Source: an optimization exercise on an open RTL-to-GDS flow (aim: small area, a short achievable clock period and few clock cycles per item). Production flows keep margins and buffers that such runs may drop. The RTL was checked by simulation tests, not by an equivalence proof against the original design. Power figures rest on the tool's default switching activity, not on a simulated workload. The flow treats the clock pin as an ideal source, which a real chip does not have.

== v32 ==
==> flow/design.v (excerpt) <==
module rh_framer (
    input  wire       clk,
    input  wire       rst,
    input  wire       cmd_valid,
    input  wire [7:0] cmd_data,
    input  wire       cmd_last,
    output wire       cmd_ready,
    output wire       rsp_valid,
    output wire [7:0] rsp_data,
    output wire       rsp_last,
    input  wire       rsp_ready
);
Settings: LEC_CHECK=0, CAP_MARGIN=20, CORE_MARGIN=2, CORE_UTILIZATION=50, CTS_CLUSTER_DIAMETER=80, CTS_CLUSTER_SIZE=30, PLACE_DENSITY=0.6, SLEW_MARGIN=20; clock period 10.0 ns.
standard.sh (not shown) runs the stock make flow with config.mk's settings and CLKGATE_MAP_FILE= SYNTH_SCRIPT=/design/flow/synth_recipe.tcl, a recipe that flattens the netlist after the stock synthesis.
==> flow/flow/run.sh <==
#!/bin/bash
set -euo pipefail
export SETUP_SLACK_MARGIN=6.8
export CTS_ARGS="-sink_clustering_enable -repair_clock_nets -sink_clustering_size 30 -sink_clustering_max_diameter 80 -dont_use_dummy_load"
bash standard.sh synth > synth.log 2>&1
bash standard.sh finish > layout.log 2>&1
v32 | stages: all done | timing, DRC, antenna: all pass
Testbench counts of v32, summed over its fixed seeds: cycles 45,308, items 12,000.
## Diff of input files: v28 against v32
--- a/flow/design.v
+++ b/flow/design.v
@@ -36,30 +36,27 @@
     localparam integer NB = 3;               
     localparam integer N  = 1 << NB;
     localparam integer R  = 256 / N;
     localparam integer QB = 3;               
     localparam integer QD = 1 << QB;
     reg       f0, f1;                        
-    reg       rdy;                           
-    reg       rdyn;                          
+    reg       rdy;
     reg [8:0] ib0, ib1;                      
-    wire      ipush = cmd_valid & !rdyn;
+    wire      ipush = cmd_valid & rdy;
     wire      ipop;
     assign cmd_ready = rdy;
     wire f1_n = (f1 && !ipop) || (f0 && !f1 && ipush && !ipop);
     always @(posedge clk) begin
         if (rst) begin
             f0  <= 1'b0;
             f1  <= 1'b0;
-            rdy  <= 1'b1;
-            rdyn <= 1'b0;
+            rdy <= 1'b1;
         end else begin
             f0  <= f1 || ipush || (f0 && !ipop);
             f1  <= f1_n;
-            rdy  <= !f1_n;
-            rdyn <= f1_n;
+            rdy <= !f1_n;
         end
     end
     always @(posedge clk) begin
         if (!f0 || (!f1 && ipop))
             ib0 <= {cmd_last, cmd_data};
         else if (ipop)
@@ -471,13 +468,12 @@
     reg [2:0]  ct;
     reg [7:0]  cd1;
     reg [6:0]  clen1;                        
     reg [6:0]  cpo1;                         
     reg        cpz;                          
     reg        v0, v1;                       
-    reg        v0n;                          
     reg [8:0]  o0, o1;                       
     reg [8:0]  ohn;                          
     wire       adv = cv && !v1 && !(sph == P_BUF && !br_al) &&
                      !((sph == P_HDR || sph == P_PAY) && !pv0);
     reg        sdup;
     reg [15:0] scrc;
@@ -647,26 +643,23 @@
             rxf_cnt <= rxf_cnt + {1'b0, (rx_step && rx_emit)}
                                - {1'b0, (sfin && ct == T_RXF)};
     end
     wire [8:0] snew = {sl, sb};
     always @(posedge clk) begin
         if (rst) begin
-            v0  <= 1'b0;
-            v0n <= 1'b1;
+            v0 <= 1'b0;
             v1 <= 1'b0;
-        end else if (!v0n && rsp_ready) begin
-            v0  <= v1 || adv;
-            v0n <= !(v1 || adv);
+        end else if (v0 && rsp_ready) begin
+            v0 <= v1 || adv;
             v1 <= 1'b0;
         end else begin
-            v0  <= !v0n || adv;
-            v0n <= v0n && !adv;
-            v1  <= v1 || (!v0n && adv);
+            v0 <= v0 || adv;
+            v1 <= v1 || (v0 && adv);
         end
     end
-    wire [8:0] o0_n = (!v0n && rsp_ready) ? (v1 ? o1 : snew) : (!v0n ? ~ohn : snew);
+    wire [8:0] o0_n = (v0 && rsp_ready) ? (v1 ? o1 : snew) : (v0 ? ~ohn : snew);
     always @(posedge clk) begin
         o0  <= o0_n;
         ohn <= ~o0_n;
         if (!v1)
             o1 <= snew;
     end
Results
- Across v28 and v32, none had a timing, DRC or antenna violation.
- On post-synthesis register bit count, v28 and v32 are basically level.
- v28 has number of buffers created by CTS below what v32 had.
- STATUS worst hold slack across all endpoints: v28 loses against v32
- Diff v28..v32 | area of all placed cells without fillers | negligible
- On total global routing track utilization: between v28 and v32, it ends up higher for v28.
- Delta (v28 minus v32): fraction of area in non-clock buffers decreased by 0.21 points relative to the old numbers; post-route worst setup slack increased by 0.033 ns relative to the old numbers; ratio of final minimum period to clock period decreased by 0.33 points relative to the old numbers; headroom to the max-slew limit decreased by 2.1 points relative to the old numbers.
- Summary: with v32 as the reference, die area in v28 moved up slightly.
- Diff v32 -> v28: post-synthesis simple-gate area fraction roughly the same; fmax higher; via count higher.
- On number of flip-flops and latches, v28 and v32 are basically level.
Testbench counts of v28, summed over its fixed seeds: cycles 45,308, items 12,000.


Setup of the baseline:
rh_framer, a different RTL version from the one above (not shown whole).
Size: about 6,500 cells after synthesis, about 3,600 flip-flops, about 24 I/O pins, roughly 98,000 sq um of cells after synthesis.
clock: 10.0 ns
lec_check: 0
cap_margin: 20
core_margin: 2
core_utilization: 50
cts_cluster_diameter: 80
cts_cluster_size: 30
place_density: 0.6
slew_margin: 20
==> flow/flow/run.sh <==
#!/bin/bash
# Layout flow: the standard flow (standard synthesis, floorplan, placement,
# CTS, routing, finish) unchanged, except that timing repair aims at a setup
# slack of 6.8 ns, i.e. it keeps optimising paths longer than 3.2 ns although
# the 10 ns clock constraint is already met. Constraints are the standard flow's.
set -euo pipefail
export SETUP_SLACK_MARGIN=6.8
bash standard.sh synth > synth.log 2>&1
bash standard.sh finish > layout.log 2>&1
Testbench counts of the baseline, summed over its fixed seeds: cycles 45,308, items 12,000.
Setup changes, the baseline to the candidate
-- flow/design.v --
<<< the baseline, line 251
    wire [15:0] crc_op_res;
    rh_crc_step u_crc_op (.crc_in({b1, b2}), .data(b3), .crc_out(crc_op_res));
    reg  [15:0] cq0;
    reg         cqfull;
    wire        cq_push = exo && o_crc;
    wire        cq_pop;
    wire [15:0] cqh = cq0;
    always @(posedge clk) begin
        if (cq_push) cq0 <= crc_op_res;
        if (rst)
            cqfull <= 1'b0;
        else if (cq_push)
            cqfull <= 1'b1;
        else if (cq_pop)
            cqfull <= 1'b0;
    end
    wire [7:0]  rx_cd = (rxs == RX_WAITHI) ? ETX : (rxs == RX_SAWDLE && b1 == ETX) ? DLE : b1;
>>> the candidate, line 251
    wire [15:0] crc_op_res;
    rh_crc_step u_crc_op (.crc_in({b1, b2}), .data(b3), .crc_out(crc_op_res));
    reg  [15:0] cq0, cq1;
    reg         cqw, cqr;
    reg  [1:0]  cqn;
    reg         cqfull;
    wire        cq_push = exo && o_crc;
    wire        cq_pop;
    wire [15:0] cqh = cqr ? cq1 : cq0;
    always @(posedge clk) begin
        if (cq_push && !cqw) cq0 <= crc_op_res;
        if (cq_push &&  cqw) cq1 <= crc_op_res;
        if (rst) begin
            cqw    <= 1'b0;
            cqr    <= 1'b0;
            cqn    <= 2'd0;
            cqfull <= 1'b0;
        end else begin
            if (cq_push) cqw <= !cqw;
            if (cq_pop)  cqr <= !cqr;
            if (cq_push && !cq_pop) begin
                cqn    <= cqn + 2'd1;
                cqfull <= (cqn == 2'd1);
            end else if (!cq_push && cq_pop) begin
                cqn    <= cqn - 2'd1;
                cqfull <= 1'b0;
            end
        end
    end
    wire [7:0]  rx_cd = (rxs == RX_WAITHI) ? ETX : (rxs == RX_SAWDLE && b1 == ETX) ? DLE : b1;
==> comparison <==
- The candidate -> the baseline: xor and xnor fraction of the mapped netlist area flat
- Between the baseline and the candidate, the synthesis-to-finish area growth figures differ only marginally.
- Between the baseline and the candidate, the flow reports number of instances in the synthesized netlist increasing slightly.
- In the flow results for the baseline and the candidate, the cell area power density is smaller on the baseline.
- Diff the baseline..the candidate | core utilization | negligible
- Between the baseline and the candidate, the difference in clock-pin slew of the registers on the worst-case setup and hold paths is negligible.
- Compared with the baseline, the candidate shows buffer count excluding the clock tree in the final layout lower by about 8%.
- Static leakage in the candidate is 0.85% above the baseline.
- Delay of the slowest cell on the worst path (the candidate over the baseline): decrease, 0.02 ns
- Clock skew in the candidate is 0.0034 ns lower than in the baseline
- [compare] base=the baseline new=the candidate: number of setup buffers added after CTS now sits higher, fraction of area in multi-input gates now sits at about the same level, minimum clock period after layout now sits lower, total vias in the final route now sits higher.
Testbench counts of the candidate, summed over its fixed seeds: cycles 45,196, items 12,000.


== north ==
rh_framer with an RTL version that a note above also has.
Size in the first run: about 6600 cells after synthesis, roughly 3600 flip-flops.
export LEC_CHECK = 0
export CAP_MARGIN = 20
export CORE_MARGIN = 2
export CORE_UTILIZATION = 62
export CTS_CLUSTER_DIAMETER = 80
export CTS_CLUSTER_SIZE = 30
export PLACE_DENSITY = 0.72
export SLEW_MARGIN = 20
create_clock -name core_clock -period 10.0 [get_ports {clk}]
==> flow/flow/run.sh <==
#!/bin/bash
set -euo pipefail
export SETUP_SLACK_MARGIN=6.8
export CTS_ARGS="-sink_clustering_enable -repair_clock_nets -sink_clustering_size 30 -sink_clustering_max_diameter 80 -dont_use_dummy_load"
bash standard.sh synth > synth.log 2>&1
bash standard.sh finish > layout.log 2>&1
north completed every stage of the flow, and the final layout passed the timing, design-rule and antenna checks.
Testbench counts of north, summed over its fixed seeds: cycles 45,308, items 12,000.
The following lists how middle was set up differently from north:
--- a/flow/design.v
+++ b/flow/design.v
@@ -27,19 +27,19 @@
     localparam [7:0] DLE = 8'h10, STX = 8'h02, ETX = 8'h03;
     localparam [7:0] OP_SYS_RESET  = 8'h80, OP_CRC_UPDATE = 8'h81, OP_RX_BYTE   = 8'h82,
                      OP_RX_RESET   = 8'h83, OP_TX_ENCODE  = 8'h84, OP_DD_CHECK  = 8'h85,
                      OP_DD_FILTER  = 8'h86, OP_CFG_SETADDR = 8'h87, OP_CFG_GETADDR = 8'h88,
                      OP_CFG_SETPROM = 8'h89;
     localparam [2:0] RX_IDLE = 3'd0, RX_SAWLEAD = 3'd1, RX_INDATA = 3'd2,
                      RX_SAWDLE = 3'd3, RX_WAITHI = 3'd4, RX_WAITLO = 3'd5;
     localparam [2:0] T_ERR = 3'd0, T_OK0 = 3'd1, T_OK1 = 3'd2, T_CRC = 3'd3,
                      T_RXF = 3'd4, T_TX = 3'd5;
-    localparam integer NB = 3;               
+    localparam integer NB = 4;               
     localparam integer N  = 1 << NB;
     localparam integer R  = 256 / N;
     localparam integer QB = 3;               
     localparam integer QD = 1 << QB;
     reg       f0, f1;                        
     reg       rdy;                           
     reg       rdyn;                          
     reg [8:0] ib0, ib1;                      
     wire      ipush = cmd_valid & !rdyn;
[summary]
Compared to north, the router laid down less metal wire for middle.
Diff north -> middle: per-instance average area after synthesis now larger; row count now smaller; pre-CTS setup slack now larger.
Buffer count from post-CTS setup fixing ends up lower on middle.
Delta(synthesized cell count, middle - north) < 0
NOTE: number of non-clock buffers in the layout in middle falls short of that of north
Est. power | middle vs north | middle lower
Looking at cell count, middle sits 5.1% below north.
The share of total power in combinational logic in middle sits 0.4 points below the value recorded for north.
From north to middle the numbers moved as follows: worst-case setup margin in the final layout up 0.0088 ns, number of different library cells in the post-synthesis netlist higher.
Testbench counts of middle, summed over its fixed seeds: cycles 46,086, items 12,000.

[port drivers added, routing unchanged]
In the flow no input, the clock included, has a driving cell. The finished layouts below were timed again as built, in two steps. Step 1 sets driving cells, clkbuf_16 on the clock port and buf_2 on the other inputs (assumed; they add their load-dependent delay and slew). Step 2 adds t to the input delays and takes it off the output delays; t is the mean of the earliest and latest rising clock arrival at the registers after step 1. Input paths then give back, and output paths get back, about the clock's delay inside the block. Slacks: ideal / step 1 / step 2; pairs: ideal / step 1.
run	t (ns)	setup slack, ns	hold slack, ns	latest minus earliest clock arrival (ns)	slew at the worst register clock pin (ns)
v32	0.881	6.690 / 6.603 / 6.154	0.271 / 0.271 / 0.271	0.130 / 0.130	0.12 / 0.12
v28	0.891	6.723 / 6.643 / 6.206	0.264 / 0.264 / 0.264	0.115 / 0.116	0.11 / 0.11
the baseline	0.918	6.631 / 6.547 / 6.251	0.309 / 0.309 / 0.309	0.044 / 0.045	0.11 / 0.11
the candidate	0.920	6.655 / 6.569 / 6.467	0.316 / 0.316 / 0.316	0.046 / 0.046	0.11 / 0.11
north	0.845	6.732 / 6.654 / 6.211	0.269 / 0.269 / 0.269	0.107 / 0.108	0.11 / 0.11
middle	0.857	6.741 / 6.660 / 6.145	0.232 / 0.232 / 0.232	0.104 / 0.105	0.11 / 0.11
After both steps setup and hold are still met in every run listed. For middle, which loses most, drivers alone change the setup slack by -0.081 ns; drivers and shift together by -0.596 ns.
